Context: an optimization exercise on an open-source flow, tuned for small area, a short achievable clock period and few clock cycles per item. The choices shown serve that exercise and are no tape-out recipe.
Where RTL was checked, it was by simulation tests only, not by an equivalence proof against the original.
No functional check of the RTL was part of runs 1 to 3 and 6.
Power figures rest on the tool's default switching activity, not on a simulated workload.

File: design.v
module monarco_conv (
    input  wire        clk,
    input  wire        rst,
    input  wire        in_valid,
    output wire        in_ready,
    input  wire [31:0] in_word,
    input  wire [63:0] in_payload,
    output reg         out_valid,
    input  wire        out_ready,
    output reg  [15:0] out_code,
    output reg  [2:0]  out_status,
    output reg  [1:0]  out_warn
);
    reg        busy;
    reg        first;     
    reg        op_duty, op_aout, op_freq;
    reg        c_resv, c_idx, c_den0, c_num0;
    reg        ph_mul;    
    reg        ph_cmp;    
    reg        ph_div;    
    reg        ph_eq;     
    reg        ph_fin;    
    reg        ph_xit;    
    reg [3:0]  cnt;
    reg        cnt0;      
    reg        s_divd, s_divn, s_sub2n, s_sub2d, s_prep;
    reg        s1_add2d, s1_add4d, s1_sub2d;
    reg        s2_add2d, s2_add4d, s2_sub2d;
    reg signed [32:0] R;
    reg [23:0] L;
    reg [31:0] D;         
    reg [31:0] N;         
    reg [3:0]  m10;       
    wire [7:0]  opcode = in_word[31:24];
    wire [3:0]  index  = in_word[3:0];
    wire [31:0] num    = in_payload[63:32];
    wire [31:0] den    = in_payload[31:0];
    wire is_duty = (opcode == 8'h12);
    wire is_freq = (opcode == 8'h13);
    wire is_aout = (opcode == 8'h14);
    wire known   = op_duty | op_aout | op_freq;
    wire num_neg = N[31];
    wire special = ~known | c_resv | c_idx | c_den0 | num_neg | c_num0 | (op_freq & D[31]);
    reg [20:0] sres;      
    always @(*) begin
        if (!known)                 sres = {3'd1, 18'd0};
        else if (c_resv)            sres = {3'd2, 18'd0};
        else if (c_idx)             sres = {3'd3, 18'd0};
        else if (c_den0)            sres = {3'd4, 18'd0};
        else if (op_duty & num_neg) sres = {3'd4, 18'd0};
        else if (op_aout & num_neg) sres = {3'd0, 2'b01, 16'd0};
        else                        sres = 21'd0;    
    end
    wire        sdiv  = s_divd | s_divn;
    wire [31:0] V     = s_divd ? D : N;              
    wire        l1    = sdiv & L[23];
    wire [35:0] A1    = {{2{R[32]}}, R, l1};
    wire        nz12  = |R[11:0];
    wire [35:0] B1    = ({36{sdiv}}     & ~{4'd0, V})
                      | ({36{s_sub2n}}  & ~{3'd0, N, 1'b0})
                      | ({36{s_sub2d | s1_sub2d}} & ~{3'd0, D, 1'b0})
                      | ({36{s1_add2d}} &  {3'd0, D, 1'b0})
                      | ({36{s1_add4d}} &  {2'd0, D, 2'b0})
                      | ({36{s_prep}}   & ~{16'd0, R[31:12], nz12});
    wire        c1    = sdiv | s_sub2n | s_sub2d | s1_sub2d | (s_prep & ~nz12);
    wire [35:0] S1    = A1 + B1 + {35'd0, c1};
    wire        q1    = ~S1[35];                      
    wire signed [32:0] Rd1 = q1 ? S1[32:0] : {R[31:0], L[23]};    
    wire signed [32:0] Rm1 = S1[35:3];                            
    wire signed [32:0] R1  = ph_div ? Rd1 : Rm1;
    wire        l2    = sdiv & L[22];
    wire [35:0] A2    = {{2{R1[32]}}, R1, l2};
    wire [35:0] B2    = ({36{sdiv}}     & ~{4'd0, V})
                      | ({36{s2_sub2d}} & ~{3'd0, D, 1'b0})
                      | ({36{s2_add2d}} &  {3'd0, D, 1'b0})
                      | ({36{s2_add4d}} &  {2'd0, D, 2'b0});
    wire        c2    = sdiv | s2_sub2d;
    wire [35:0] S2    = A2 + B2 + {35'd0, c2};
    wire        q2    = ~S2[35];
    wire signed [32:0] Rd2 = q2 ? S2[32:0] : {R1[31:0], L[22]};
    wire signed [32:0] Rm2 = S2[35:3];
    wire        ta   = (m10 >= 4'd5);
    wire [4:0]  va   = {m10, q1};
    wire [3:0]  ma   = ta ? (va - 5'd10) : va[3:0];
    wire        tb   = (ma >= 4'd5);
    wire [4:0]  vb   = {ma, q2};
    wire [3:0]  mb   = tb ? (vb - 5'd10) : vb[3:0];
    wire [15:0] qd   = L[15:0];
    wire [15:0] qd1  = L[15:0] - 16'd1;
    wire [15:0] ta16 = {L[13:0], ta, tb};
    wire        a_hi = (ta16 >= 16'd4095);
    wire [20:0] ares = a_hi ? {3'd0, 2'b10, 16'd4095} : {5'd0, ta16};
    wire [22:0] Z    = L[22:0];
    wire        rz   = (R[31:0] == 32'd0);
    wire f_lt1  = (Z > 23'd8000000) | ((Z == 23'd8000000) & ~rz);
    wire f_t1   = (Z > 23'd800000)  | ((Z == 23'd800000)  & ~rz);
    wire f_t2   = (Z > 23'd80000)   | ((Z == 23'd80000)   & ~rz);
    wire f_t3   = (Z > 23'd8000)    | ((Z == 23'd8000)    & ~rz);
    wire f_hi   = (Z < 23'd80)      | ((Z == 23'd80)      & rz);
    reg  [15:0] fcode;
    always @(*) begin
        if (f_lt1 | f_hi) fcode = 16'd0;
        else if (f_t1)    fcode = {Z[22:9], 2'd3};
        else if (f_t2)    fcode = {Z[19:6], 2'd2};
        else if (f_t3)    fcode = {Z[16:3], 2'd1};
        else              fcode = {Z[13:0], 2'd0};
    end
    wire fin_cmp = ph_cmp & op_duty;
    wire fin_div = ph_div & op_aout & cnt0;
    wire fin_ok  = fin_cmp | fin_div | ph_fin | ph_eq | ph_xit;
    wire fin_sp  = first & special;
    wire fin     = busy & (fin_sp | (~first & fin_ok));
    assign in_ready = ~busy | (fin_ok & ~out_valid);
    wire slot_free = ~out_valid | out_ready;
    wire accept    = in_valid & in_ready;
    wire stall     = fin & ~slot_free;
    wire done      = fin & slot_free;
    wire step      = busy & ~stall;
    reg [20:0] res;
    always @(*) begin
        if (first)        res = sres;
        else if (fin_cmp) res = {5'd0, q1 ? qd : qd1};
        else if (fin_div) res = ares;
        else if (ph_eq)   res = (rz & ~L[1]) ? {5'd0, 16'hFFFF} : {3'd4, 18'd0};
        else if (ph_fin)  res = {5'd0, fcode};
        else              res = op_aout ? {3'd0, 2'b10, 16'd4095} : 21'd0;    
    end
    always @(posedge clk) begin
        if (rst) begin
            busy      <= 1'b0;
            out_valid <= 1'b0;
            first     <= 1'b0;
            ph_mul <= 1'b0; ph_cmp <= 1'b0; ph_div <= 1'b0; ph_eq <= 1'b0;
            ph_fin <= 1'b0; ph_xit <= 1'b0;
            s_divd <= 1'b0; s_divn <= 1'b0; s_sub2n <= 1'b0; s_sub2d <= 1'b0; s_prep <= 1'b0;
            s1_add2d <= 1'b0; s1_add4d <= 1'b0; s1_sub2d <= 1'b0;
            s2_add2d <= 1'b0; s2_add4d <= 1'b0; s2_sub2d <= 1'b0;
        end else begin
            if (out_valid & out_ready)
                out_valid <= 1'b0;
            if (done) begin
                out_valid  <= 1'b1;
                {out_status, out_warn, out_code} <= res;
            end
            if (accept) begin
                busy    <= 1'b1;
                first   <= 1'b1;
                D       <= den;
                N       <= num;
                m10     <= 4'd0;
                op_duty <= is_duty;
                op_aout <= is_aout;
                op_freq <= is_freq;
                c_resv  <= |in_word[23:4];
                c_idx   <= is_duty ? (index[3:2] != 2'b00) : (index[3:1] != 3'b000);
                c_den0  <= (den == 32'd0);
                c_num0  <= (num == 32'd0);
                ph_mul  <= ~is_duty;
                ph_div  <= is_duty;
                ph_cmp  <= 1'b0; ph_eq <= 1'b0; ph_fin <= 1'b0; ph_xit <= 1'b0;
                s_divd  <= is_duty;
                s_divn  <= 1'b0;
                s_prep  <= is_aout;
                s_sub2n <= 1'b0; s_sub2d <= 1'b0;
                s1_add4d <= ~is_duty & ~is_aout;
                s1_add2d <= 1'b0; s1_sub2d <= 1'b0;
                s2_add2d <= 1'b0; s2_add4d <= 1'b0; s2_sub2d <= 1'b0;
                cnt     <= is_duty ? 4'd8 : 4'd0;
                cnt0    <= 1'b0;
                R       <= is_duty ? {3'b000, num[31:2]} : (is_aout ? {1'b0, num} : 33'd0);
                L       <= {is_duty ? num[1:0] : 2'b00, 22'd0};
            end else if (step) begin
                first <= 1'b0;
                if (done) begin
                    busy <= 1'b0;
                    ph_mul <= 1'b0; ph_cmp <= 1'b0; ph_div <= 1'b0; ph_eq <= 1'b0;
                    ph_fin <= 1'b0; ph_xit <= 1'b0;
                    s_divd <= 1'b0; s_divn <= 1'b0; s_sub2n <= 1'b0; s_sub2d <= 1'b0; s_prep <= 1'b0;
                    s1_add2d <= 1'b0; s1_add4d <= 1'b0; s1_sub2d <= 1'b0;
                    s2_add2d <= 1'b0; s2_add4d <= 1'b0; s2_sub2d <= 1'b0;
                end else if (ph_mul) begin
                    R   <= Rm2;
                    cnt <= cnt + 4'd1;
                    s_prep <= 1'b0;
                    if (op_aout) begin
                        L <= {S2[2:1], S1[2:1], (~N[11:0]) + 12'd1, 8'd0};
                        ph_mul <= 1'b0; ph_cmp <= 1'b1; s_sub2d <= 1'b1;
                    end else begin
                        L <= {S2[2:1], S1[2:1], L[23:4]};
                        case (cnt[1:0])
                        2'd0: begin    
                            s1_add4d <= 1'b0; s1_add2d <= 1'b1; s1_sub2d <= 1'b0;
                            s2_add4d <= 1'b0; s2_add2d <= 1'b0; s2_sub2d <= 1'b0;
                        end
                        2'd1: begin    
                            s1_add4d <= 1'b1; s1_add2d <= 1'b0; s1_sub2d <= 1'b0;
                            s2_add4d <= 1'b1; s2_add2d <= 1'b0; s2_sub2d <= 1'b0;
                        end
                        2'd2: begin    
                            s1_add4d <= 1'b0; s1_add2d <= 1'b0; s1_sub2d <= 1'b1;
                            s2_add4d <= 1'b1; s2_add2d <= 1'b0; s2_sub2d <= 1'b0;
                        end
                        default: begin
                            s1_add4d <= 1'b0; s1_add2d <= 1'b0; s1_sub2d <= 1'b0;
                            s2_add4d <= 1'b0; s2_add2d <= 1'b0; s2_sub2d <= 1'b0;
                            ph_mul <= 1'b0; ph_div <= 1'b1; s_divn <= 1'b1;
                            cnt  <= 4'd11;
                        end
                        endcase
                    end
                end else if (ph_cmp) begin
                    ph_cmp  <= 1'b0;
                    s_sub2d <= 1'b0;
                    if (q1) begin
                        ph_xit <= 1'b1;
                    end else begin
                        ph_div <= 1'b1; s_divd <= 1'b1;
                        cnt  <= 4'd7;
                        cnt0 <= 1'b0;
                    end
                end else if (ph_div) begin
                    R   <= Rd2;
                    L   <= {L[21:0], op_aout ? ta : q1, op_aout ? tb : q2};
                    m10 <= mb;
                    cnt <= cnt - 4'd1;
                    cnt0 <= (cnt == 4'd1);
                    if (op_duty & (cnt == 4'd8) & (q1 | q2)) begin
                        ph_div <= 1'b0; ph_eq <= 1'b1; s_divd <= 1'b0;
                    end else if (op_freq & (cnt == 4'd11) & q1) begin
                        ph_div <= 1'b0; ph_xit <= 1'b1; s_divn <= 1'b0;
                    end else if (cnt0) begin
                        ph_div <= 1'b0; s_divd <= 1'b0; s_divn <= 1'b0;
                        if (op_freq) ph_fin <= 1'b1;
                        else begin ph_cmp <= 1'b1; s_sub2n <= 1'b1; end
                    end
                end
            end
        end
    end
endmodule
File: run.sh
#!/bin/bash
# synth_recipe.tcl (not shown) runs the flow's synth.tcl, then flattens the netlist and writes it again
# the make line also repeats each setting of config.mk as NAME=value (left out here)
make -C /OpenROAD-flow-scripts/flow DESIGN_CONFIG=/design/flow/config.mk WORK_HOME=/design/flow/orfs CLKGATE_MAP_FILE= SYNTH_SCRIPT=/design/flow/synth_recipe.tcl finish
File: config.mk
export PLATFORM = sky130hd
export DESIGN_NAME = monarco_conv
export DESIGN_NICKNAME = monarco_conv
export VERILOG_FILES = /design/flow/design.v
export SDC_FILE = /design/flow/constraint.sdc
export NUM_CORES = 4
export LEC_CHECK = 0
export ABC_CLOCK_PERIOD_IN_PS = 5000
export CAP_MARGIN = 20
export CORE_MARGIN = 2
export CORE_UTILIZATION = 40
export SETUP_SLACK_MARGIN = 5
export SLEW_MARGIN = 20
File: constraint.sdc
create_clock -name core_clock -period 10.0 [get_ports {clk}]
set_input_delay 2.0000 -clock core_clock [delete_from_list [all_inputs] [get_ports {clk}]]
set_output_delay 2.0000 -clock core_clock [all_outputs]
set_load 0.01 [all_outputs]
==> results of run 1 <==
through the flow:
step	instance area, um2	util, %
global route	20350	52.66
floorplan	15980	-
detailed placement	17500	45.28
finish	20350	52.66
global placement	17500	45.28
CTS	19700	50.96
Yosys cell counts (39+ instances only):
cell type  number  share of area (%)
xnor2_1        53                3.0
a21oi_1       133                4.3
nor4_1         43                1.7
ha_1           82                6.6
o21ai_0        98                3.1
nand2_1       189                4.5
a21o_1         70                3.4
xor2_1         39                2.2
mux2i_1        41                2.6
edfxtp_1      158                 30
clkbuf_1       86                2.1
inv_1          40               0.96
nor2_1        152                3.6
cell families after synthesis:
kind of cell / Yosys count / share of synthesized area, %
adder cells (fa/ha/maj): 86 / 7.070
buffers and inverters: 161 / 4.215
AO/OA/AOI/OAI: 626 / 28.02
multiplexers: 47 / 3.103
AND/OR/NAND/NOR: 624 / 19.81
XOR/XNOR: 92 / 5.151
flip-flops: 176 / 32.63
worst max path at each step:
stage	startpoint	endpoint	slack, ns	depth (start not counted)
floorplan	in_valid	D[0]	4.15	3
finish	s1_sub2d	R[22]	3.33	27
CTS	R[7]	R[7]	3.54	28
detailed placement	s_divd	R[11]	1.58	27
global placement	s_divd	R[18]	1.62	28
global route	s1_sub2d	R[22]	3.18	27
placed cells by master, fill, tap and decap left out, drive strengths merged, types with 53 or more instances in the layout:
| cell | netlist | layout |
|---|---|---|
| edfxtp | 158 | 158 |
| nor2 | 153 | 153 |
| clkdlybuf4s50 | 0 | 121 |
| nand2 | 189 | 192 |
| ha | 82 | 82 |
| buf | 32 | 132 |
| a21o | 70 | 70 |
| o21ai | 114 | 114 |
| a21oi | 136 | 136 |
| xnor2 | 53 | 53 |
final cells by class:
class / instances / area [um2] / area share [%]
Clock buffer: 18 / 439.2 / 2.158
Inverter: 43 / 197.7 / 0.9713
Clock inverter: 14 / 153.9 / 0.7561
Sequential cell: 176 / 5119 / 25.15
Multi-Input combinational cell: 1478 / 11120 / 54.63
Timing Repair inverter: 1 / 8.758 / 0.04303
Timing Repair Buffer: 256 / 2668 / 13.11
Tap cell: 518 / 648.1 / 3.184
worst min-delay path: stages (launching register included):
cell	delay, ns
dfxtp_1	0.32
a21oi_1	0.11
nor3_1	0.05
routing by layer:
layer / track usage [%] / wire (um)
met1: 37.11 / 23810
met2: 48.25 / 28200
met3: 4.341 / 5080
met4: 14.50 / 3563
met5: 0 / 13
state kept, by name (all words and copies together), names as in the netlist, 2 cells and up:
signal and cells:
D 32, N 32, out_code 16, out_warn 2
L 24, m10 4, R 33, cnt 4
out_status 3
what timing repair did:
item | in CTS | in global routing
pin swaps | 52 | 46
setup buffers | 74 | 31
resized for setup | 159 | 73
cloned | 10 | 1
endpoints found under the setup margin | 70 | 53
power groups by stage:
stage,Combinational [uW],Clock (uW),Sequential [uW]
2_1_floorplan,1300,0,955
3_3_place_gp,1660,0,1000
3_5_place_dp,1670,0,999
4_1_cts,2170,708,986
5_1_grt,2560,738,999
6_report,2410,705,992
==> impl_metrics.toml, run 1 <==
[timing]
relSlewSlack_pct = 32.65
rsz0062_at_grt = "true"
fin_worst_skew_ns = 0.01222
hold_viol = 0
worstMarginPinSlew_ns = 1.010
fin_crit_sh_pct = 66.75
fmax_ghz = 0.1498
fin_crit_ns = 6.675
timing.final.max_slew_violations = 0
setup_tns_ns = 0
finalWorstSetupSlack_ns = 3.325
setup_viol = 0
hold_slack_ns = 0.5256

[pwr]
power.internal_uw = 2368
ir_drop_mv = 0.1713
p_leak_uw = 0.007763
comb_power_share_pct = 58.7
fin_total_pwr_uw = 4106
p_seq_share_pct = 24.2
pwr_density_cell_nw_per_um2 = 201.7
p_sw_share_pct = 42.33
clockPowerShare_pct = 17.2
p_switching_uw = 1738

[floorplan]
io_pins = 123
core-area_um2 = 38650
die_area_um2 = 40710
num_rows = 72
start_util_pct = 40.48
die_width_um = 201.8
die_y_um = 201.8

[setup_path]
cp_slowest_cell = "a2111oi_0"
cp_num_buf_inv = 5
critPathTopFamily = "compound AO/OA/AOI/OAI gates"
r2r-end = "R[22]"
end_kind = "flip-flop"
r2r-start = "s1_sub2d"
r2r_cells = 27
crit_required_ns = 10.17
crit_fanout = 8
path_class = "reg2reg"
start_kind = "flip-flop"
max_stage_delay_ns = 0.50
reg2reg_slack_ns = 3.33
worst_ep_arrival_time_ns = 6.85

[grt]
track_usage_pct = 29.14
grt_pass1_vias = 15550
grt_start_max_net_pins = 72
overflow = 0
grt_pass1_wl_mm = 91.98
antenna_found_initial = 1

[finish]
antenna_cells = 0
layout.cells.non_filler = 2504
area_growth_syn_to_layout_pct = 30.10
fill_cells = 3501
layout-drive-gt1-share_pct = 18.28
final_nets = 2159

[synth]
syn_area_per_cell_um2 = 8.633
yosysSeqAreaShare_pct = 32.63
synth_area_um2 = 15640
synth_seq_cells = 176
synthCells = 1812
synth_edf_count = 158
ys_types = 97
synth_fp_nets = 1998
synth-async-reset-ratio_pct = 0
ys.flop_type = "edfxtp_1"
synth_warnings = 1

[cts]
numCtsBuffers = 17
cts_buffer_depth = 2
hold_buffers = 0
clk_latency_ns = 0.46
clock_sinks = 176
clock-root-buffer = "clkbuf_16"
path_clk_slew_ns = 0.07
cts_htree_levels = 4
cts_tree = "built"

[routing]
wl_per_cell_um = 24.23
firstDrtPassIters = 8
drc_errors = 0
drt_iter0_drc = 1793
viasPerCell = 6.433
vias = 16110
routed_wl_mm = 60.67
antenna_left = 0

[hold_path]
whs_endpoint = "ph_xit"
min_from = "ph_xit"
hold_depth = 2
hold_class = "reg2reg"

[place]
hpwl_mm = 39.95
place_congestion = 0.9257
dp_slack_ns = 1.576
placedCellCount = 2355
port_buffers = 121

[outcome]
status = "timing/DRC/antenna clean"

[job]
max_cap_viol_count = 0
==> run 2: changes to the inputs <==
--- a/config.mk
+++ b/config.mk
@@ -6,8 +6,8 @@
 export NUM_CORES = 4
 export LEC_CHECK = 0
-export ABC_CLOCK_PERIOD_IN_PS = 5000
+export ABC_CLOCK_PERIOD_IN_PS = 7000
 export CAP_MARGIN = 20
 export CORE_MARGIN = 2
 export CORE_UTILIZATION = 40
-export SETUP_SLACK_MARGIN = 5
+export SETUP_SLACK_MARGIN = 3
 export SLEW_MARGIN = 20
==> impl_metrics.toml, run 2 <==
[outcome]
status = "timing/DRC/antenna clean"

[routing]
wl_met3_mm = 4.007
wl_met2_mm = 27.12
vias = 15550
antenna_left = 0
firstDrtPassIters = 9
wl_per_cell_um = 23.59
drt_iter0_drc = 1526
highest_layer = "met4"
wl_met1_mm = 24.22
drc_errors = 0
routed_wl_mm = 57.55
viasPerCell = 6.375

[synth]
synth_warnings = 1
synth_top_area_share_pct = 30.33
synth_seq_cells = 176
yosysSeqAreaShare_pct = 32.63
synth_fp_nets = 1998
synthTopCellsByArea = "edfxtp_1 (30%), ha_1 (6.6%), nand2_1 (4.5%)"
ys_types = 97
synth_area_um2 = 15640
synth_edf_count = 158
yosysTopAreaCell = "edfxtp_1"
ys_top_cells_by_count = "nand2_1 (189), edfxtp_1 (158), nor2_1 (152)"
synth-async-reset-ratio_pct = 0
ys.flop_type = "edfxtp_1"
synthCells = 1812
synth.most_common_cell = "nand2_1"
syn_area_per_cell_um2 = 8.633

[timing]
worstMarginPinSlew_ns = 1.040
fin_crit_ns = 6.954
fin_worst_skew_ns = 0.01736
setup_viol = 0
relSlewSlack_pct = 30.59
timing.final.max_slew_violations = 0
fin_crit_sh_pct = 69.54
setup_tns_ns = 0
rsz0062_at_grt = "true"
hold_viol = 0
fmax_ghz = 0.1438

[cts]
hold_buffers = 0
path_clk_slew_ns = 0.08
cts_buffer_depth = 2
clock_sinks = 176
clk_latency_ns = 0.46
clock-root-buffer = "clkbuf_16"
cts_htree_levels = 4
numCtsBuffers = 17
cts_tree = "built"

[finish]
final_cell_mix = "nand2_1 (188), edfxtp_1 (158), nor2_1 (145), a21oi_1 (128), clkdlybuf4s50_1 (121)"
fin_util_pct = 48.64
fin_area_um2 = 18800
layout.cells.non_filler = 2439
fill_cells = 3631
final_common_cell = "nand2_1"
antenna_cells = 0
layout-drive-gt1-share_pct = 11.40
regArea_um2 = 5110
final_nets = 2094
largest_reg_flops = 33
area_growth_syn_to_layout_pct = 20.16
multi_input_area_um2 = 10400
top_register = "R"
biggestRegsByFlops = "R x33, D x32, N x32"

[pwr]
fin_total_pwr_uw = 3606
p_leak_uw = 0.007172
pwr_density_cell_nw_per_um2 = 191.8
ir_drop_mv = 0.1570

[hold_path]
min_from = "s1_sub2d"
hold_class = "reg2reg"
hold_depth = 2
whs_endpoint = "s1_sub2d"

[grt]
grt_pass1_vias = 14690
overflow = 0
grt_pass1_wl_mm = 85.28
antenna_found_initial = 0
grt_start_max_net_pins = 72
track_usage_pct = 26.72

[place]
hpwl_mm = 40.41
placedCellCount = 2360
placed_cell_area_um2 = 17270
place_congestion = 0.9324
port_buffers = 121

[floorplan]
die_area_um2 = 40710
start_util_pct = 40.48
core-area_um2 = 38650
num_rows = 72
die_width_um = 201.8
die_y_um = 201.8
io_pins = 123

[setup_path]
cp_slowest_cell = "a2111o_1"
max_stage_delay_ns = 0.47
worst_ep_arrival_time_ns = 7.14
path_class = "reg2reg"
end_kind = "flip-flop"
start_kind = "flip-flop"
r2r_cells = 31
crit_top_cell = "buf_4"
crit_fanout = 10
r2r-start = "s_divd"
crit_required_ns = 10.19
reg2reg_slack_ns = 3.05
r2r-end = "R[22]"

[job]
max_cap_viol_count = 0
==> run 2: report_power, final <==
part | leakage [uW] | switching [uW] | internal [uW] | total [uW]
Sequential | 0.00163 | 89.0 | 901 | 990
Combinational | 0.00527 | 1130 | 796 | 1920
Clock | 0.000281 | 332 | 362 | 694
==> run 2: per-stage QoR <==
stage / setup slack [ns] / hold WS, ns
2_1_floorplan: 3.860 / 0.4406
3_5_place_dp: 1.845 / 0.4879
6_report: 3.046 / 0.5062
5_1_grt: 2.946 / 0.5292
4_1_cts: 3.010 / 0.5053
3_3_place_gp: 1.880 / 0.4846
==> run 2: worst max-delay path by stage <==
stage          depth (start not counted)   start     to  slack, ns
6_report                              31  s_divd  R[22]       3.05
5_1_grt                               32   R[10]  R[11]       2.95
4_1_cts                               27    R[7]  R[25]       3.01
3_5_place_dp                          28  s_divd  R[11]       1.84
3_3_place_gp                          30  s_divd  R[11]       1.88
2_1_floorplan                         29  s_divd  R[18]       3.86
==> run 2: cell families after synthesis <==
logic type / count (synthesis) / synth area share (%)
xor+xnor: 92 / 5.151
compound gates: 626 / 28.02
buf+inv: 161 / 4.215
mux: 47 / 3.103
fa+ha+maj: 86 / 7.070
flops: 176 / 32.63
simple gates: 624 / 19.81
==> run 2: area by class of cell <==
cell class,count,area share (%)
well taps,518,3.448
repair inverters,2,0.06656
multi-input cells,1477,55.34
clock inverters,10,0.4660
clock buffers,22,2.643
inverters,43,0.9252
flip-flops and latches,176,27.18
repair buffers,191,9.925
==> run 2: what timing repair did <==
action / in CTS / in global routing
resized for setup: 27 / 88
setup endpoints to repair: 42 / 37
setup buffers: 14 / 26
cloned: 1 / 6
pin swaps: 6 / 35
==> run 2: metal layers <==
metal / global-route usage [%] / up-vias
li1: - / 7176
met1: 35.17 / 7473
met2: 44.58 / 778
met3: 3.466 / 122
met4: 10.48 / 0
met5: 0 / -
==> run 2: worst max-delay path, delay by kind of cell, from the launching register on <==
| kind | cells | cell delay [ns] |
|---|---|---|
| AO/OA/AOI/OAI | 16 | 3.49 |
| adder cells (fa/ha/maj) | 2 | 0.70 |
| flip-flops | 1 | 0.38 |
| multiplexers | 1 | 0.29 |
| buffers and inverters | 9 | 1.39 |
| AND/OR/NAND/NOR | 3 | 0.42 |
==> run 3: changes to the inputs <==
--- a/design.v
+++ b/design.v
@@ -24,7 +24,8 @@
     reg [3:0]  cnt;
     reg        cnt0;      
-    reg        s_divd, s_divn, s_sub2n, s_sub2d, s_prep;
+    reg        s_divd, s_divn, s_sub2d, s_prep;
     reg        s1_add2d, s1_add4d, s1_sub2d;
     reg        s2_add2d, s2_add4d, s2_sub2d;
+    reg        s2_corr;   
     reg signed [32:0] R;
     reg [23:0] L;
@@ -58,10 +59,9 @@
     wire        nz12  = |R[11:0];
     wire [35:0] B1    = ({36{sdiv}}     & ~{4'd0, V})
-                      | ({36{s_sub2n}}  & ~{3'd0, N, 1'b0})
                       | ({36{s_sub2d | s1_sub2d}} & ~{3'd0, D, 1'b0})
                       | ({36{s1_add2d}} &  {3'd0, D, 1'b0})
                       | ({36{s1_add4d}} &  {2'd0, D, 2'b0})
                       | ({36{s_prep}}   & ~{16'd0, R[31:12], nz12});
-    wire        c1    = sdiv | s_sub2n | s_sub2d | s1_sub2d | (s_prep & ~nz12);
+    wire        c1    = sdiv | s_sub2d | s1_sub2d | (s_prep & ~nz12);
     wire [35:0] S1    = A1 + B1 + {35'd0, c1};
     wire        q1    = ~S1[35];                      
@@ -69,7 +69,8 @@
     wire signed [32:0] Rm1 = S1[35:3];                            
     wire signed [32:0] R1  = ph_div ? Rd1 : Rm1;
-    wire        l2    = sdiv & L[22];
+    wire        l2    = sdiv & ~s2_corr & L[22];
     wire [35:0] A2    = {{2{R1[32]}}, R1, l2};
-    wire [35:0] B2    = ({36{sdiv}}     & ~{4'd0, V})
+    wire [35:0] B2    = ({36{sdiv & ~s2_corr}} & ~{4'd0, V})
+                      | ({36{s2_corr}}  & ~{3'd0, N, 1'b0})
                       | ({36{s2_sub2d}} & ~{3'd0, D, 1'b0})
                       | ({36{s2_add2d}} &  {3'd0, D, 1'b0})
@@ -86,6 +87,6 @@
     wire [4:0]  vb   = {ma, q2};
     wire [3:0]  mb   = tb ? (vb - 5'd10) : vb[3:0];
-    wire [15:0] qd   = L[15:0];
-    wire [15:0] qd1  = L[15:0] - 16'd1;
+    wire [14:0] qdm  = L[14:0] - 15'd1;
+    wire [15:0] qd   = q2 ? {L[14:0], q1} : (q1 ? {L[14:0], 1'b0} : {qdm, 1'b1});
     wire [15:0] ta16 = {L[13:0], ta, tb};
     wire        a_hi = (ta16 >= 16'd4095);
@@ -106,11 +107,10 @@
         else              fcode = {Z[13:0], 2'd0};
     end
-    wire fin_cmp = ph_cmp & op_duty;
-    wire fin_div = ph_div & op_aout & cnt0;
-    wire fin_ok  = fin_cmp | fin_div | ph_fin | ph_eq | ph_xit;
+    wire fin_div = ph_div & (op_aout | op_duty) & cnt0;
+    wire fin_ok  = fin_div | ph_fin | ph_eq | ph_xit;
     wire fin_sp  = first & special;
     wire fin     = busy & (fin_sp | (~first & fin_ok));
-    assign in_ready = ~busy | (fin_ok & ~out_valid);
     wire slot_free = ~out_valid | out_ready;
+    assign in_ready = ~busy | (fin & slot_free);
     wire accept    = in_valid & in_ready;
     wire stall     = fin & ~slot_free;
@@ -120,7 +120,6 @@
     always @(*) begin
         if (first)        res = sres;
-        else if (fin_cmp) res = {5'd0, q1 ? qd : qd1};
-        else if (fin_div) res = ares;
-        else if (ph_eq)   res = (rz & ~L[1]) ? {5'd0, 16'hFFFF} : {3'd4, 18'd0};
+        else if (fin_div) res = op_duty ? {5'd0, qd} : ares;
+        else if (ph_eq)   res = (rz & ~L[0]) ? {5'd0, 16'hFFFF} : {3'd4, 18'd0};
         else if (ph_fin)  res = {5'd0, fcode};
         else              res = op_aout ? {3'd0, 2'b10, 16'd4095} : 21'd0;    
@@ -133,7 +132,7 @@
             ph_mul <= 1'b0; ph_cmp <= 1'b0; ph_div <= 1'b0; ph_eq <= 1'b0;
             ph_fin <= 1'b0; ph_xit <= 1'b0;
-            s_divd <= 1'b0; s_divn <= 1'b0; s_sub2n <= 1'b0; s_sub2d <= 1'b0; s_prep <= 1'b0;
+            s_divd <= 1'b0; s_divn <= 1'b0; s_sub2d <= 1'b0; s_prep <= 1'b0;
             s1_add2d <= 1'b0; s1_add4d <= 1'b0; s1_sub2d <= 1'b0;
-            s2_add2d <= 1'b0; s2_add4d <= 1'b0; s2_sub2d <= 1'b0;
+            s2_add2d <= 1'b0; s2_add4d <= 1'b0; s2_sub2d <= 1'b0; s2_corr <= 1'b0;
         end else begin
             if (out_valid & out_ready)
@@ -162,12 +161,12 @@
                 s_divn  <= 1'b0;
                 s_prep  <= is_aout;
-                s_sub2n <= 1'b0; s_sub2d <= 1'b0;
+                s_sub2d <= 1'b0;
                 s1_add4d <= ~is_duty & ~is_aout;
                 s1_add2d <= 1'b0; s1_sub2d <= 1'b0;
-                s2_add2d <= 1'b0; s2_add4d <= 1'b0; s2_sub2d <= 1'b0;
+                s2_add2d <= 1'b0; s2_add4d <= 1'b0; s2_sub2d <= 1'b0; s2_corr <= 1'b0;
                 cnt     <= is_duty ? 4'd8 : 4'd0;
                 cnt0    <= 1'b0;
-                R       <= is_duty ? {3'b000, num[31:2]} : (is_aout ? {1'b0, num} : 33'd0);
-                L       <= {is_duty ? num[1:0] : 2'b00, 22'd0};
+                R       <= is_duty ? {2'b00, num[31:1]} : (is_aout ? {1'b0, num} : 33'd0);
+                L       <= {is_duty & num[0], 23'd0};
             end else if (step) begin
                 first <= 1'b0;
@@ -176,7 +175,7 @@
                     ph_mul <= 1'b0; ph_cmp <= 1'b0; ph_div <= 1'b0; ph_eq <= 1'b0;
                     ph_fin <= 1'b0; ph_xit <= 1'b0;
-                    s_divd <= 1'b0; s_divn <= 1'b0; s_sub2n <= 1'b0; s_sub2d <= 1'b0; s_prep <= 1'b0;
+                    s_divd <= 1'b0; s_divn <= 1'b0; s_sub2d <= 1'b0; s_prep <= 1'b0;
                     s1_add2d <= 1'b0; s1_add4d <= 1'b0; s1_sub2d <= 1'b0;
-                    s2_add2d <= 1'b0; s2_add4d <= 1'b0; s2_sub2d <= 1'b0;
+                    s2_add2d <= 1'b0; s2_add4d <= 1'b0; s2_sub2d <= 1'b0; s2_corr <= 1'b0;
                 end else if (ph_mul) begin
                     R   <= Rm2;
@@ -225,5 +224,5 @@
                     cnt <= cnt - 4'd1;
                     cnt0 <= (cnt == 4'd1);
-                    if (op_duty & (cnt == 4'd8) & (q1 | q2)) begin
+                    if (op_duty & (cnt == 4'd8) & q1) begin
                         ph_div <= 1'b0; ph_eq <= 1'b1; s_divd <= 1'b0;
                     end else if (op_freq & (cnt == 4'd11) & q1) begin
@@ -231,6 +230,7 @@
                     end else if (cnt0) begin
                         ph_div <= 1'b0; s_divd <= 1'b0; s_divn <= 1'b0;
-                        if (op_freq) ph_fin <= 1'b1;
-                        else begin ph_cmp <= 1'b1; s_sub2n <= 1'b1; end
+                        ph_fin <= 1'b1;                  
+                    end else if (op_duty & (cnt == 4'd1)) begin
+                        s2_corr <= 1'b1;
                     end
                 end
==> impl_metrics.toml, run 3 <==
[timing]
relSlewSlack_pct = 37.98
fin_crit_ns = 6.825
hold_slack_ns = 0.5025
rsz0062_at_grt = "false"
hold_viol = 0
fmax_ghz = 0.1465
fin_crit_sh_pct = 68.25
setup_tns_ns = 0
worstMarginPinSlew_ns = 0.9218
timing.final.max_slew_violations = 0
setup_viol = 0
fin_worst_skew_ns = 0.01870

[floorplan]
die_width_um = 203.1
die_y_um = 203.1
io_pins = 123
num_rows = 72
die_area_um2 = 41230
core-area_um2 = 38920
start_util_pct = 40.73

[finish]
antenna_cells = 0
biggestRegsByFlops = "R x33, D x32, N x32"
largest_reg_flops = 33
area_growth_syn_to_layout_pct = 17.41
top_register = "R"
final_cell_mix = "nand2_1 (239), edfxtp_1 (158), nor2_1 (152), a21oi_1 (136), o21ai_0 (135)"
layout-drive-gt1-share_pct = 9.333
fin_area_um2 = 18610
final_nets = 2165
final_common_cell = "nand2_1"
fin_util_pct = 47.82

[pwr]
p_seq_share_pct = 35.4
clockPowerShare_pct = 25.4
power.internal_uw = 1660
comb_power_share_pct = 39.2
pwr_density_cell_nw_per_um2 = 145.1
ir_drop_mv = 0.1380
p_switching_uw = 1040
p_sw_share_pct = 38.52
p_leak_uw = 0.007088

[setup_path]
worst_ep_arrival_time_ns = 7.05
crit_required_ns = 10.23
critPathTopFamily = "compound AO/OA/AOI/OAI gates"
path_class = "reg2reg"
crit_fanout = 29
end_kind = "flip-flop"
cp_slowest_cell = "o41a_1"
crit_top_cell = "buf_4"
start_kind = "flip-flop"
cp_num_buf_inv = 4
max_stage_delay_ns = 0.48

[synth]
synth_area_um2 = 15850
yosysTopAreaCell = "edfxtp_1"
synth_warnings = 1
synthCells = 1901
synth_edf_count = 158
synth_fp_nets = 2086
synth_top_area_share_pct = 29.93
synth_seq_cells = 176
ys_top_cells_by_count = "nand2_1 (239), edfxtp_1 (158), nor2_1 (157)"
yosysSeqAreaShare_pct = 32.21
syn_area_per_cell_um2 = 8.338
ys_types = 93
synthTopCellsByArea = "edfxtp_1 (30%), ha_1 (6.4%), nand2_1 (5.7%)"
ys.flop_type = "edfxtp_1"
synth-async-reset-ratio_pct = 0
synth.most_common_cell = "nand2_1"

[routing]
antenna_left = 0
viasPerCell = 6.293
drc_errors = 0
firstDrtPassIters = 7
wl_per_cell_um = 22.44
vias = 15800
drt_iter0_drc = 1557
routed_wl_mm = 56.35

[hold_path]
hold_class = "reg2reg"

[grt]
grt_pass1_wl_mm = 86.64
grt_start_max_net_pins = 66
overflow = 0
antenna_found_initial = 0
grt_pass1_vias = 15140
track_usage_pct = 26.98

[cts]
clk_latency_ns = 0.48
cts_tree = "built"
clock_sinks = 176
cts_htree_levels = 4
cts_buffer_depth = 2
clock-root-buffer = "clkbuf_16"
hold_buffers = 0
numCtsBuffers = 17
path_clk_slew_ns = 0.08

[place]
place_congestion = 0.9313
hpwl_mm = 41.49
placed_cell_area_um2 = 17520
port_buffers = 121

[outcome]
status = "timing/DRC/antenna clean"

[job]
max_cap_viol_count = 0
[run 3: cell types whose count changed in the layout (fill, tap and decap cells not counted), moves of 14 or more]
cell	previous run	this run
o221ai_1	33	9
o21ai_0	89	135
nor2b_1	37	17
o21ai_1	22	8
nor3_1	24	38
inv_1	37	57
mux2_2	3	26
a2111o_1	19	1
xor2_1	38	22
or3_1	22	43
a21o_1	70	47
ha_1	59	75
nand2_1	188	239
[run 3: per-layer routing]
metal | track usage, % | wire length [um] | up-vias
met4 | 10.95 | 1850 | 0
li1 | - | - | 7409
met2 | 45.87 | 27220 | 702
met5 | 0 | 0 | -
met1 | 34.27 | 23380 | 7586
met3 | 4.109 | 3894 | 105
[run 3: final timing paths]
| kind | startpoint | to | slack, ns | cells after the start |
|---|---|---|---|---|
| setup / recovery | s1_add2d | R[29] | 3.17 | 25 |
| hold / removal | ph_fin | ph_fin | 0.50 | 2 |
| setup reg to reg | s1_add2d | R[29] | 3.17 | 25 |
| hold reg to reg | ph_fin | ph_fin | 0.50 | 2 |
[run 3: metrics by stage]
stage	cells	setup slack [ns]	total power, uW
2_1_floorplan	1901	3.532	1628
3_3_place_gp	2455	2.194	1925
3_5_place_dp	2455	2.145	1934
4_1_cts	2495	3.006	2658
5_1_grt	2511	2.954	2828
6_report	2511	3.175	2700
[run 3: cell families (layout without fill, tap and decap cells)]
| family | Yosys count | after routing | share of synthesized area (%) |
|---|---|---|---|
| AO/OA/AOI/OAI | 653 | 653 | 27.92 |
| XOR/XNOR | 77 | 77 | 4.255 |
| adder cells (fa/ha/maj) | 85 | 85 | 6.899 |
| buffers and inverters | 177 | 269 | 4.334 |
| flip-flops | 176 | 176 | 32.21 |
| multiplexers | 61 | 61 | 4.057 |
| AND/OR/NAND/NOR | 672 | 672 | 20.33 |
[run 3: worst min-delay path: stages (launching register included)]
cell and delay, ns:
dfxtp_1 0.35, a31oi_1 0.05, nor2_1 0.07
[run 3: timing repair]
item / CTS / global route
endpoints found under the setup margin: 51 / 50
gates cloned: 0 / 1
setup buffers: 8 / 15
pin swaps: 4 / 12
hold endpoints to repair: 0 / 0
resized for setup: 22 / 44
[run 3: power groups by stage]
stage | Sequential (uW) | Clock [uW] | Combinational (uW)
finish | 956 | 684 | 1060
global route | 961 | 717 | 1150
CTS | 952 | 695 | 1010
detailed placement | 968 | 0 | 966
global placement | 968 | 0 | 957
floorplan | 921 | 0 | 707
[run 3: layout make-up]
| class | count | area (um2) |
|---|---|---|
| Clock buffer | 21 | 483.0 |
| Clock inverter | 11 | 91.34 |
| Fill cell | 3793 | 20310 |
| Inverter | 60 | 255.2 |
| Multi-Input combinational cell | 1548 | 10340 |
| Sequential cell | 176 | 5116 |
| Tap cell | 518 | 648.1 |
| Timing Repair Buffer | 176 | 1673 |
| Timing Repair inverter | 1 | 7.507 |
==> run 4: changes to the inputs <==
--- a/design.v
+++ b/design.v
@@ -21,4 +21,5 @@
     reg        ph_eq;     
     reg        ph_fin;    
+    reg        ph_shf;    
     reg        ph_xit;    
     reg [3:0]  cnt;
@@ -87,4 +88,11 @@
     wire [4:0]  vb   = {ma, q2};
     wire [3:0]  mb   = tb ? (vb - 5'd10) : vb[3:0];
+    reg fast;
+    integer j;
+    always @(*) begin
+        fast = 1'b0;
+        for (j = 1; j <= 22; j = j + 1)
+            fast = fast | (((D >> j) == 32'd0) & ((N >> (j + 9)) != 32'd0));
+    end
     wire [14:0] qdm  = L[14:0] - 15'd1;
     wire [15:0] qd   = q2 ? {L[14:0], q1} : (q1 ? {L[14:0], 1'b0} : {qdm, 1'b1});
@@ -131,5 +139,5 @@
             first     <= 1'b0;
             ph_mul <= 1'b0; ph_cmp <= 1'b0; ph_div <= 1'b0; ph_eq <= 1'b0;
-            ph_fin <= 1'b0; ph_xit <= 1'b0;
+            ph_fin <= 1'b0; ph_xit <= 1'b0; ph_shf <= 1'b0;
             s_divd <= 1'b0; s_divn <= 1'b0; s_sub2d <= 1'b0; s_prep <= 1'b0;
             s1_add2d <= 1'b0; s1_add4d <= 1'b0; s1_sub2d <= 1'b0;
@@ -157,5 +165,5 @@
                 ph_mul  <= ~is_duty;
                 ph_div  <= is_duty;
-                ph_cmp  <= 1'b0; ph_eq <= 1'b0; ph_fin <= 1'b0; ph_xit <= 1'b0;
+                ph_cmp  <= 1'b0; ph_eq <= 1'b0; ph_fin <= 1'b0; ph_xit <= 1'b0; ph_shf <= 1'b0;
                 s_divd  <= is_duty;
                 s_divn  <= 1'b0;
@@ -174,5 +182,5 @@
                     busy <= 1'b0;
                     ph_mul <= 1'b0; ph_cmp <= 1'b0; ph_div <= 1'b0; ph_eq <= 1'b0;
-                    ph_fin <= 1'b0; ph_xit <= 1'b0;
+                    ph_fin <= 1'b0; ph_xit <= 1'b0; ph_shf <= 1'b0;
                     s_divd <= 1'b0; s_divn <= 1'b0; s_sub2d <= 1'b0; s_prep <= 1'b0;
                     s1_add2d <= 1'b0; s1_add4d <= 1'b0; s1_sub2d <= 1'b0;
@@ -203,9 +211,20 @@
                             s1_add4d <= 1'b0; s1_add2d <= 1'b0; s1_sub2d <= 1'b0;
                             s2_add4d <= 1'b0; s2_add2d <= 1'b0; s2_sub2d <= 1'b0;
-                            ph_mul <= 1'b0; ph_div <= 1'b1; s_divn <= 1'b1;
-                            cnt  <= 4'd11;
+                            ph_mul <= 1'b0;
+                            if (fast) begin
+                                ph_shf <= 1'b1;
+                            end else begin
+                                ph_div <= 1'b1; s_divn <= 1'b1;
+                                cnt  <= 4'd11;
+                            end
                         end
                         endcase
                     end
+                end else if (ph_shf) begin
+                    R      <= {R[22:0], L[23:14]};
+                    L      <= {L[13:0], 10'd0};
+                    ph_shf <= 1'b0;
+                    ph_div <= 1'b1; s_divn <= 1'b1;
+                    cnt    <= 4'd6;
                 end else if (ph_cmp) begin
                     ph_cmp  <= 1'b0;
--- a/config.mk
+++ b/config.mk
@@ -6,8 +6,6 @@
 export NUM_CORES = 4
 export LEC_CHECK = 0
-export ABC_CLOCK_PERIOD_IN_PS = 7000
 export CAP_MARGIN = 20
 export CORE_MARGIN = 2
 export CORE_UTILIZATION = 40
-export SETUP_SLACK_MARGIN = 3
 export SLEW_MARGIN = 20
==> impl_metrics.toml, run 4 <==
[outcome]
status = "timing/DRC/antenna clean"

[routing]
drc_errors = 0
routed_wl_mm = 65.20
wl_per_cell_um = 25.15
antenna_left = 0
viasPerCell = 6.582
vias = 17060
firstDrtPassIters = 6
drt_iter0_drc = 2249

[synth]
syn_area_per_cell_um2 = 8.228
yosysTopAreaCell = "edfxtp_1"
synth-async-reset-ratio_pct = 0
synthTopCellsByArea = "edfxtp_1 (29%), ha_1 (6.1%), nand2_1 (5.6%)"
synth_edf_count = 158
yosysSeqAreaShare_pct = 31.05
synth_seq_cells = 177
ys.flop_type = "edfxtp_1"
ys_top_cells_by_count = "nand2_1 (247), edfxtp_1 (158), o21ai_0 (156)"
synthCells = 2006
synth_warnings = 1
synth_fp_nets = 2190
synth.most_common_cell = "nand2_1"
ys_types = 93
synth_area_um2 = 16510
synth_top_area_share_pct = 28.74

[floorplan]
num_rows = 74
start_util_pct = 40.52
io_pins = 123
core-area_um2 = 40740
die_area_um2 = 42900
die_width_um = 207.1
die_y_um = 207.1

[place]
place_congestion = 0.9445
placedCellCount = 2559
port_buffers = 121
hpwl_mm = 48.06

[setup_path]
r2r_cells = 26
start_kind = "flip-flop"
worst_ep_arrival_time_ns = 8.85
crit_top_cell = "o21ai_0"
r2r-end = "out_code[7]"
crit_required_ns = 10.29
reg2reg_slack_ns = 1.44
crit_fanout = 20
end_kind = "flip-flop"
cp_slowest_cell = "dfxtp_1"
cp_num_buf_inv = 3
r2r-start = "s_prep"
path_class = "reg2reg"
critPathTopFamily = "compound AO/OA/AOI/OAI gates"
max_stage_delay_ns = 0.95

[timing]
hold_viol = 0
setup_tns_ns = 0
timing.final.max_slew_violations = 0
fmax_ghz = 0.1168
rsz0062_at_grt = "false"
worstMarginPinSlew_ns = 1.180
fin_crit_ns = 8.560
fin_worst_skew_ns = 0.01718
fin_crit_sh_pct = 85.60
setup_viol = 0
relSlewSlack_pct = 21.28

[finish]
fill_cells = 4064
largest_reg_flops = 33
biggestRegsByFlops = "R x33, D x32, N x32"
top_register = "R"
layout.cells.non_filler = 2592
final_common_cell = "nand2_1"
area_growth_syn_to_layout_pct = 13.12
final_cell_mix = "nand2_1 (247), edfxtp_1 (158), o21ai_0 (156), a21oi_1 (146), nor2_1 (131)"
final_nets = 2230
layout-drive-gt1-share_pct = 6.945

[cts]
clock_sinks = 177
clk_latency_ns = 0.47
cts_buffer_depth = 2
path_clk_slew_ns = 0.07
numCtsBuffers = 17
post_cts_buffers = 0
cts_resized = 0
clock-root-buffer = "clkbuf_16"
hold_buffers = 0
cts_tree = "built"
cts_htree_levels = 4

[pwr]
pwr_density_cell_nw_per_um2 = 180.0
ir_drop_mv = 0.1276
p_leak_uw = 0.007026

[hold_path]
min_from = "ph_xit"
hold_class = "reg2reg"
hold_depth = 2
whs_endpoint = "ph_xit"

[grt]
track_usage_pct = 29.51
grt_start_max_net_pins = 72
grt_pass1_vias = 15840
grt_pass1_wl_mm = 98.25
antenna_found_initial = 1
overflow = 0

[job]
max_cap_viol_count = 0
[run 4: cells by family after synthesis]
group                    Yosys count  share of synthesized area, %
flip-flops                       177                         31.05
XOR/XNOR                          87                         4.616
AO/OA/AOI/OAI                    679                         27.40
buffers and inverters            194                         4.685
multiplexers                      69                         4.359
AND/OR/NAND/NOR                  716                         21.34
adder cells (fa/ha/maj)           84                         6.549
[run 4: final cells by class]
class / instances / area, um2 / area share (%)
multi-input cells: 1635 / 10640 / 56.98
inverters: 60 / 225.2 / 1.206
diodes: 1 / 2.502 / 0.01340
clock inverters: 15 / 118.9 / 0.6366
clock buffers: 17 / 425.4 / 2.278
flip-flops and latches: 177 / 5129 / 27.47
well taps: 532 / 665.6 / 3.565
repair buffers: 155 / 1466 / 7.854
[run 4: worst reg2reg max path, cell delays in order (launching register included)]
cell and delay (ns):
dfxtp_1 0.95, inv_1 0.59, o21ai_0 0.36, nor2_1 0.11, fa_1 0.43, nand2b_1 0.18, a21o_1 0.20, a21oi_1 0.34
a22o_1 0.37, a21o_1 0.16, o21a_2 0.32, inv_2 0.23, nor2_1 0.15, a21oi_1 0.04, o21ai_0 0.44, ha_1 0.42
nand3_1 0.15, o211ai_1 0.11, a221o_1 0.35, a31oi_1 0.56, nand3_1 0.27, a41oi_2 0.39, buf_4 0.28, nand4_2 0.15
or4_1 0.42, a311o_1 0.32, o21ai_0 0.09
[run 4: per-layer routing]
metal  routed length [um]  vias up  share of wire [%]  global-route usage (%)
li1                     -     7724                  -                       -
met1                27180     8107                 42                   40.44
met2                28820     1090                 44                   45.97
met3                 6798      140                 10                   5.443
met4                 2404        0                3.7                   11.75
met5                    0        -                  0                       0
[run 4: stage by stage]
step	power (uW)	util [%]	instance area (um2)	hold slack [ns]	setup slack, ns
after global routing	3513	45.83	18670	0.5036	1.245
after CTS	3307	45.83	18670	0.4702	1.747
after global placement	2628	44.49	18120	0.4639	1.822
after detailed placement	2647	44.49	18120	0.4580	1.804
final	3361	45.83	18670	0.4765	1.440
after floorplan	2137	-	16510	0.4207	3.780
[run 4: how the worst max path moves through the flow]
stage	slack [ns]	startpoint	end	cells past startpoint
after floorplan	3.78	out_ready	D[0]	6
after global placement	1.82	s_prep	out_code[7]	25
after detailed placement	1.80	s_prep	out_code[7]	26
after CTS	1.75	s_prep	out_code[7]	26
after global routing	1.24	s_prep	R[23]	26
final	1.44	s_prep	out_code[7]	26
[run 4: report_power, final]
part           total [uW]  internal (uW)  switching, uW
combinational        1670            640           1030
clock                 664            325            339
sequential           1030            903            123
total                3360           1870           1490
Testbench counts of run 4, summed over its fixed seeds: cycles 66,471, items 8,000.
==> run 5: changes to the inputs <==
--- a/config.mk
+++ b/config.mk
@@ -6,6 +6,8 @@
 export NUM_CORES = 4
 export LEC_CHECK = 0
+export ABC_CLOCK_PERIOD_IN_PS = 7000
 export CAP_MARGIN = 20
 export CORE_MARGIN = 2
 export CORE_UTILIZATION = 40
+export SETUP_SLACK_MARGIN = 3
 export SLEW_MARGIN = 20
==> impl_metrics.toml, run 5 <==
[synth]
synth_edf_count = 158
ys_top_cells_by_count = "nand2_1 (247), edfxtp_1 (158), o21ai_0 (156)"
synthTopCellsByArea = "edfxtp_1 (29%), ha_1 (6.1%), nand2_1 (5.6%)"
synth_top_family_by_area = "compound AO/OA/AOI/OAI gates"
synthCells = 2006
synth_top_area_share_pct = 28.74
ys.flop_type = "edfxtp_1"
synth_seq_cells = 177
synth_warnings = 1
synth-xor-area-share_pct = 4.616
yosysTopAreaCell = "edfxtp_1"
yosys.area_share.simple_pct = 21.34
synth.most_common_cell = "nand2_1"
synth-async-reset-ratio_pct = 0
syn_area_per_cell_um2 = 8.228
yosysSeqAreaShare_pct = 31.05
yosys.area_share.adder_pct = 6.549
synth_fp_nets = 2190
synthMuxAreaShare_pct = 4.359
synth_area_um2 = 16510
synth_compound_area_share_pct = 27.40
ys_types = 93

[floorplan]
io_pins = 123
die_area_um2 = 42900
num_rows = 74
start_util_pct = 40.52
die_y_um = 207.1
die_width_um = 207.1
core-area_um2 = 40740

[setup_path]
start_kind = "flip-flop"
max_stage_delay_ns = 0.46
r2r-start = "s_divd"
r2r_cells = 29
path_class = "reg2reg"
crit_top_cell = "buf_4"
r2r-end = "R[12]"
crit_required_ns = 10.19
cp_slowest_cell = "a222oi_1"
reg2reg_slack_ns = 3.00
end_kind = "flip-flop"
worst_ep_arrival_time_ns = 7.19
crit_fanout = 16

[timing]
fin_worst_skew_ns = 0.01938
rsz0062_at_grt = "false"
fin_crit_sh_pct = 69.99
timing.final.max_slew_violations = 0
fmax_ghz = 0.1429
relSlewSlack_pct = 22.85
hold_viol = 0
setup_tns_ns = 0
setup_viol = 0
worstMarginPinSlew_ns = 1.156
fin_crit_ns = 6.999

[finish]
area_growth_syn_to_layout_pct = 17.72
top_register = "R"
layout.cells.non_filler = 2626
final_nets = 2264
final_cell_mix = "nand2_1 (244), edfxtp_1 (158), o21ai_0 (140), a21oi_1 (136), nor2_1 (127)"
fill_cells = 3994
final_common_cell = "nand2_1"
largest_reg_flops = 33
biggestRegsByFlops = "R x33, D x32, N x32"
fin_area_um2 = 19430
fin_util_pct = 47.69
layout-drive-gt1-share_pct = 11.08

[routing]
wl_per_cell_um = 25.56
vias = 17330
routed_wl_mm = 67.12
viasPerCell = 6.599
drt_iter0_drc = 2264
drc_errors = 0
firstDrtPassIters = 6
antenna_left = 0

[grt]
grt_pass1_wl_mm = 99.01
antenna_found_initial = 1
grt_start_max_net_pins = 72
overflow = 0
grt_pass1_vias = 16030
track_usage_pct = 29.75

[cts]
clock-root-buffer = "clkbuf_16"
cts_buffer_depth = 2
cts_htree_levels = 4
cts_tree = "built"
clock_sinks = 177
path_clk_slew_ns = 0.09
hold_buffers = 0
numCtsBuffers = 17
clk_latency_ns = 0.47

[place]
placed_cell_area_um2 = 18120
port_buffers = 121
place_congestion = 0.9445
hpwl_mm = 48.06
placedCellCount = 2559

[job]
max_cap_viol_count = 0

[hold_path]
min_from = "ph_xit"
hold_depth = 2
hold_class = "reg2reg"
whs_endpoint = "ph_xit"

[pwr]
pwr_density_cell_nw_per_um2 = 181.2
ir_drop_mv = 0.1391
p_leak_uw = 0.007287

[outcome]
status = "timing/DRC/antenna clean"
==> run 5: cell counts after synthesis <==
Identical to the previous run, type by type.
==> run 5: repair_timing <==
action                     CTS  global route
cloned                       1             3
pin swaps                    6            19
setup buffers               14            16
setup endpoints to repair   51            48
resized for setup           42            69
==> run 5: through the flow <==
stage | setup WS [ns] | hold slack [ns] | total power, uW
after floorplan | 3.780 | 0.4207 | 2137
after global placement | 1.822 | 0.4639 | 2628
after detailed placement | 1.804 | 0.4580 | 2647
after CTS | 3.003 | 0.4702 | 3360
after global routing | 2.947 | 0.5036 | 3674
final | 3.001 | 0.4826 | 3521
==> run 5: routing by layer <==
metal	track usage [%]	part of all wire, %
met4	12.24	4.2
met3	5.928	11
met1	40.40	40
met5	0	0
met2	46.23	44
==> run 5: cell type report <==
type	count	area (um2)	share of cell area, %
multi-input cells	1635	11000	56.64
flip-flops and latches	177	5136	26.43
repair buffers	188	1832	9.428
well taps	532	665.6	3.426
clock buffers	17	425.4	2.189
inverters	60	237.7	1.224
clock inverters	15	118.9	0.6118
repair inverters	1	7.507	0.03864
diodes	1	2.502	0.01288
==> run 5: cell families (layout without fill, tap and decap cells) <==
| group | count (synthesis) | after routing |
|---|---|---|
| AND/OR/NAND/NOR | 716 | 716 |
| AO/OA/AOI/OAI | 679 | 679 |
| buffers and inverters | 194 | 281 |
| flip-flops | 177 | 177 |
| XOR/XNOR | 87 | 87 |
| adder cells (fa/ha/maj) | 84 | 84 |
| multiplexers | 69 | 69 |
| other | 0 | 1 |
==> run 5: how the worst max path moves through the flow <==
stage                         start  slack (ns)  depth (start not counted)           to
final                        s_divd        3.00                         29        R[12]
after global routing         s_divd        2.95                         27  out_code[7]
after CTS                      R[0]        3.00                         27        R[19]
after detailed placement     s_prep        1.80                         26  out_code[7]
after global placement       s_prep        1.82                         25  out_code[7]
after floorplan           out_ready        3.78                          6         D[0]
==> run 5: critical path, delay by kind of cell (launching register included) <==
kind | cells | cell delay (ns)
AO/OA/AOI/OAI | 15 | 3.62
buffers and inverters | 6 | 1.04
flip-flops | 1 | 0.39
adder cells (fa/ha/maj) | 2 | 0.72
AND/OR/NAND/NOR | 6 | 0.91
==> run 5: report_power, final <==
group	internal, uW	total [uW]	switching, uW
logic	731	1840	1100
registers	902	1020	116
clock network	325	667	342
total	1960	3520	1560
==> run 6: changes to the inputs <==
--- a/design.v
+++ b/design.v
@@ -155,5 +155,4 @@
                 D       <= den;
                 N       <= num;
-                m10     <= 4'd0;
                 op_duty <= is_duty;
                 op_aout <= is_aout;
@@ -175,6 +174,4 @@
                 cnt     <= is_duty ? 4'd8 : 4'd0;
                 cnt0    <= 1'b0;
-                R       <= is_duty ? {2'b00, num[31:1]} : (is_aout ? {1'b0, num} : 33'd0);
-                L       <= {is_duty & num[0], 23'd0};
             end else if (step) begin
                 first <= 1'b0;
@@ -187,12 +184,9 @@
                     s2_add2d <= 1'b0; s2_add4d <= 1'b0; s2_sub2d <= 1'b0; s2_corr <= 1'b0;
                 end else if (ph_mul) begin
-                    R   <= Rm2;
                     cnt <= cnt + 4'd1;
                     s_prep <= 1'b0;
                     if (op_aout) begin
-                        L <= {S2[2:1], S1[2:1], (~N[11:0]) + 12'd1, 8'd0};
                         ph_mul <= 1'b0; ph_cmp <= 1'b1; s_sub2d <= 1'b1;
                     end else begin
-                        L <= {S2[2:1], S1[2:1], L[23:4]};
                         case (cnt[1:0])
                         2'd0: begin    
@@ -222,6 +216,4 @@
                     end
                 end else if (ph_shf) begin
-                    R      <= {R[22:0], L[23:14]};
-                    L      <= {L[13:0], 10'd0};
                     ph_shf <= 1'b0;
                     ph_div <= 1'b1; s_divn <= 1'b1;
@@ -238,7 +230,4 @@
                     end
                 end else if (ph_div) begin
-                    R   <= Rd2;
-                    L   <= {L[21:0], op_aout ? ta : q1, op_aout ? tb : q2};
-                    m10 <= mb;
                     cnt <= cnt - 4'd1;
                     cnt0 <= (cnt == 4'd1);
@@ -257,3 +246,25 @@
         end
     end
+    wire upd   = ~accept & step & ~done;
+    wire r_div = upd & ph_div;
+    wire r_mul = upd & ph_mul;
+    wire r_shf = upd & ph_shf;
+    always @(posedge clk) begin
+        if (r_div) begin
+            R   <= Rd2;
+            L   <= {L[21:0], op_aout ? ta : q1, op_aout ? tb : q2};
+            m10 <= mb;
+        end else if (r_mul) begin
+            R   <= Rm2;
+            L   <= op_aout ? {S2[2:1], S1[2:1], (~N[11:0]) + 12'd1, 8'd0}
+                           : {S2[2:1], S1[2:1], L[23:4]};
+        end else if (r_shf) begin
+            R   <= {R[22:0], L[23:14]};
+            L   <= {L[13:0], 10'd0};
+        end else if (accept) begin
+            R   <= is_duty ? {2'b00, num[31:1]} : (is_aout ? {1'b0, num} : 33'd0);
+            L   <= {is_duty & num[0], 23'd0};
+            m10 <= 4'd0;
+        end
+    end
 endmodule
==> impl_metrics.toml, run 6 <==
[finish]
antenna_cells = 0
final_nets = 2287
final_common_cell = "nand2_1"
area_growth_syn_to_layout_pct = 20.08
layout-drive-gt1-share_pct = 12.47
largest_reg_flops = 33
top_register = "R"
final_cell_mix = "nand2_1 (265), o21ai_0 (172), edfxtp_1 (158), nor2_1 (144), a21oi_1 (134)"
biggestRegsByFlops = "R x33, D x32, N x32"

[synth]
yosysSeqAreaShare_pct = 31.42
synth_fp_nets = 2185
synth_area_um2 = 16310
synth-async-reset-ratio_pct = 0
synthCells = 2002
ys.flop_type = "edfxtp_1"
synth_warnings = 1
synth.most_common_cell = "nand2_1"
ys_types = 84
yosysTopAreaCell = "edfxtp_1"
syn_area_per_cell_um2 = 8.148
ys_top_cells_by_count = "nand2_1 (268), o21ai_0 (180), edfxtp_1 (158)"
synth_seq_cells = 177
synth_top_area_share_pct = 29.08
synth_edf_count = 158
synthTopCellsByArea = "edfxtp_1 (29%), nand2_1 (6.2%), ha_1 (6.1%)"

[timing]
fin_crit_sh_pct = 68.91
rsz0062_at_grt = "false"
fin_crit_ns = 6.891
fmax_ghz = 0.1451
relSlewSlack_pct = 24.96
hold_viol = 0
setup_viol = 0
fin_worst_skew_ns = 0.01579
setup_tns_ns = 0
timing.final.max_slew_violations = 0
worstMarginPinSlew_ns = 1.123

[setup_path]
crit_required_ns = 10.31
path_class = "reg2reg"
crit_fanout = 16
start_kind = "flip-flop"
end_kind = "flip-flop"
reg2reg_slack_ns = 3.11
worst_ep_arrival_time_ns = 7.20

[floorplan]
start_util_pct = 40.78
io_pins = 123
die_y_um = 205.9
die_width_um = 205.9
core-area_um2 = 40010
die_area_um2 = 42410
num_rows = 73

[pwr]
p_sw_share_pct = 41.35
clockPowerShare_pct = 22.7
p_seq_share_pct = 30.7
fin_total_pwr_uw = 3133
pwr_density_cell_nw_per_um2 = 159.9
comb_power_share_pct = 46.6
p_leak_uw = 0.007436
p_switching_uw = 1295
ir_drop_mv = 0.1245
power.internal_uw = 1837

[routing]
wl_per_cell_um = 26.25
antenna_left = 0
drc_errors = 0
drt_iter0_drc = 2265
firstDrtPassIters = 9
routed_wl_mm = 69.35
vias = 17360
viasPerCell = 6.570

[job]
max_cap_viol_count = 0

[place]
hpwl_mm = 50.13
place_congestion = 0.9711
port_buffers = 121

[cts]
clock_sinks = 177
path_clk_slew_ns = 0.07
cts_buffer_depth = 2
clock-root-buffer = "clkbuf_16"
cts_htree_levels = 4
numCtsBuffers = 17
clk_latency_ns = 0.47
cts_tree = "built"

[grt]
antenna_found_initial = 0
grt_pass1_wl_mm = 101.2
grt_pass1_vias = 16160
track_usage_pct = 31.97
overflow = 0
grt_start_max_net_pins = 68

[outcome]
status = "timing/DRC/antenna clean"

[hold_path]
hold_class = "reg2reg"
## run 6: changes by cell type after synthesis, moves of 8 or more
cell | previous run | this run
nand3_1 | 56 | 39
nand4_1 | 17 | 26
nor2_1 | 134 | 149
o21ai_0 | 156 | 180
xnor2_1 | 61 | 47
a21o_1 | 40 | 27
xor2_1 | 26 | 38
mux2i_1 | 46 | 56
o221ai_1 | 4 | 12
nor2b_1 | 22 | 13
o211ai_1 | 22 | 31
a211oi_1 | 31 | 22
a22oi_1 | 42 | 20
nand2_1 | 247 | 268
## run 6: power groups by stage
stage / Clock (uW) / Sequential [uW] / Combinational [uW]
3_5_place_dp: 0 / 973 / 1200
5_1_grt: 743 / 964 / 1560
6_report: 712 / 961 / 1460
2_1_floorplan: 0 / 913 / 852
4_1_cts: 714 / 955 / 1250
3_3_place_gp: 0 / 974 / 1190
## run 6: worst paths after layout
check	from	cells past startpoint	end
max	s_divd	26	out_code[4]
min	ph_xit	2	ph_xit
max reg2reg	s_divd	26	out_code[4]
min reg2reg	ph_xit	2	ph_xit
## run 6: per-stage QoR
stage / util [%] / std cells / instance area [um2] / hold slack [ns] / setup slack (ns)
after floorplan: - / 2002 / 16310 / 0.4278 / 3.755
after global placement: 44.71 / 2548 / 17890 / 0.4467 / 1.559
after detailed placement: 44.71 / 2548 / 17890 / 0.4607 / 1.465
after CTS: 46.93 / 2596 / 18770 / 0.4950 / 3.040
after global routing: 48.96 / 2642 / 19590 / 0.5238 / 2.947
final: 48.96 / 2642 / 19590 / 0.5017 / 3.109
## run 6: kinds of logic (layout without fill, tap and decap cells)
| logic type | count (synthesis) | in the layout | share of synthesized area (%) |
|---|---|---|---|
| AND/OR/NAND/NOR | 718 | 720 | 21.07 |
| AO/OA/AOI/OAI | 665 | 666 | 26.42 |
| buffers and inverters | 192 | 304 | 4.732 |
| flip-flops | 177 | 177 | 31.42 |
| XOR/XNOR | 85 | 85 | 4.564 |
| adder cells (fa/ha/maj) | 83 | 83 | 6.550 |
| multiplexers | 82 | 82 | 5.254 |
## run 6: final cells by class
cell class,instances,area (um2)
fill,3911,20420
multi-input combinational,1636,10950
sequential,177,5134
timing repair buffer,210,2004
tap,525,656.9
clock buffer,19,432.9
inverter,61,240.2
clock inverter,13,158.9
timing repair inverter,1,7.507
## run 6: per-layer routing
| layer | up-vias | track usage [%] | part of all wire, % |
|---|---|---|---|
| met3 | 241 | 4.383 | 9.7 |
| met4 | 0 | 19.64 | 6.8 |
| met2 | 1121 | 51.88 | 46 |
| met1 | 8175 | 40.26 | 38 |
| li1 | 7821 | - | - |
| met5 | - | 0 | 0 |
## run 6: critical path: stages (launching register included)
cell,delay [ns]
dfxtp_2,0.39
clkinvlp_4,0.15
nand2_4,0.13
buf_12,0.17
o22ai_1,0.10
or3_1,0.46
ha_4,0.33
nor3_1,0.08
nor4_2,0.28
o21ai_2,0.12
a211o_1,0.35
buf_4,0.16
a21oi_1,0.39
a31oi_1,0.17
xor2_1,0.29
mux2i_1,0.15
ha_1,0.39
and4_1,0.23
o211a_1,0.16
a221oi_4,0.37
o22ai_2,0.17
nor3_4,0.39
o21ai_4,0.14
buf_12,0.20
or4_1,0.46
a311o_1,0.34
a21oi_2,0.14
## run 6: timing repair
item,in CTS,in global routing
endpoints found under the setup margin,51,49
hold buffers,0,0
gates resized for setup,44,93
setup buffers,14,41
pin swaps,7,36
gates cloned,2,4

==> afterwards: timing with drivers on the ports <==
No port has a modelled driver above. Below, the same layouts with a new extraction and two added sets of constraints.
Step 1, drivers: a clkbuf_16 drives clk and a buf_2 each remaining input, both assumed.
Step 2 moves the port delays by t, midway between the first and last clock arrival at a register: inputs arrive t later, outputs are due t later. That takes back most of the time a late clock gives input paths.
Slacks: ideal ports / drivers / drivers and shift; pairs: ideal ports / drivers.
run | t, ns | slack for setup (ns) | hold WS [ns] | slew at the worst register clock pin (ns) | worst slew at a driven data input, ns
run 1 | 0.512 | 3.325 / 3.325 / 3.325 | 0.526 / 0.526 / 0.526 | 0.08 / 0.08 | 0.04
run 2 | 0.510 | 3.046 / 3.046 / 3.046 | 0.506 / 0.506 / 0.506 | 0.08 / 0.08 | 0.04
run 3 | 0.526 | 3.175 / 3.175 / 3.175 | 0.502 / 0.502 / 0.502 | 0.08 / 0.08 | 0.04
run 4 | 0.519 | 1.440 / 1.440 / 1.440 | 0.477 / 0.477 / 0.477 | 0.09 / 0.09 | 0.04
run 5 | 0.520 | 3.001 / 3.001 / 3.001 | 0.483 / 0.483 / 0.483 | 0.09 / 0.09 | 0.04
run 6 | 0.518 | 3.109 / 3.109 / 3.109 | 0.502 / 0.502 / 0.502 | 0.08 / 0.08 | 0.05
After both steps every run listed still meets setup and hold.
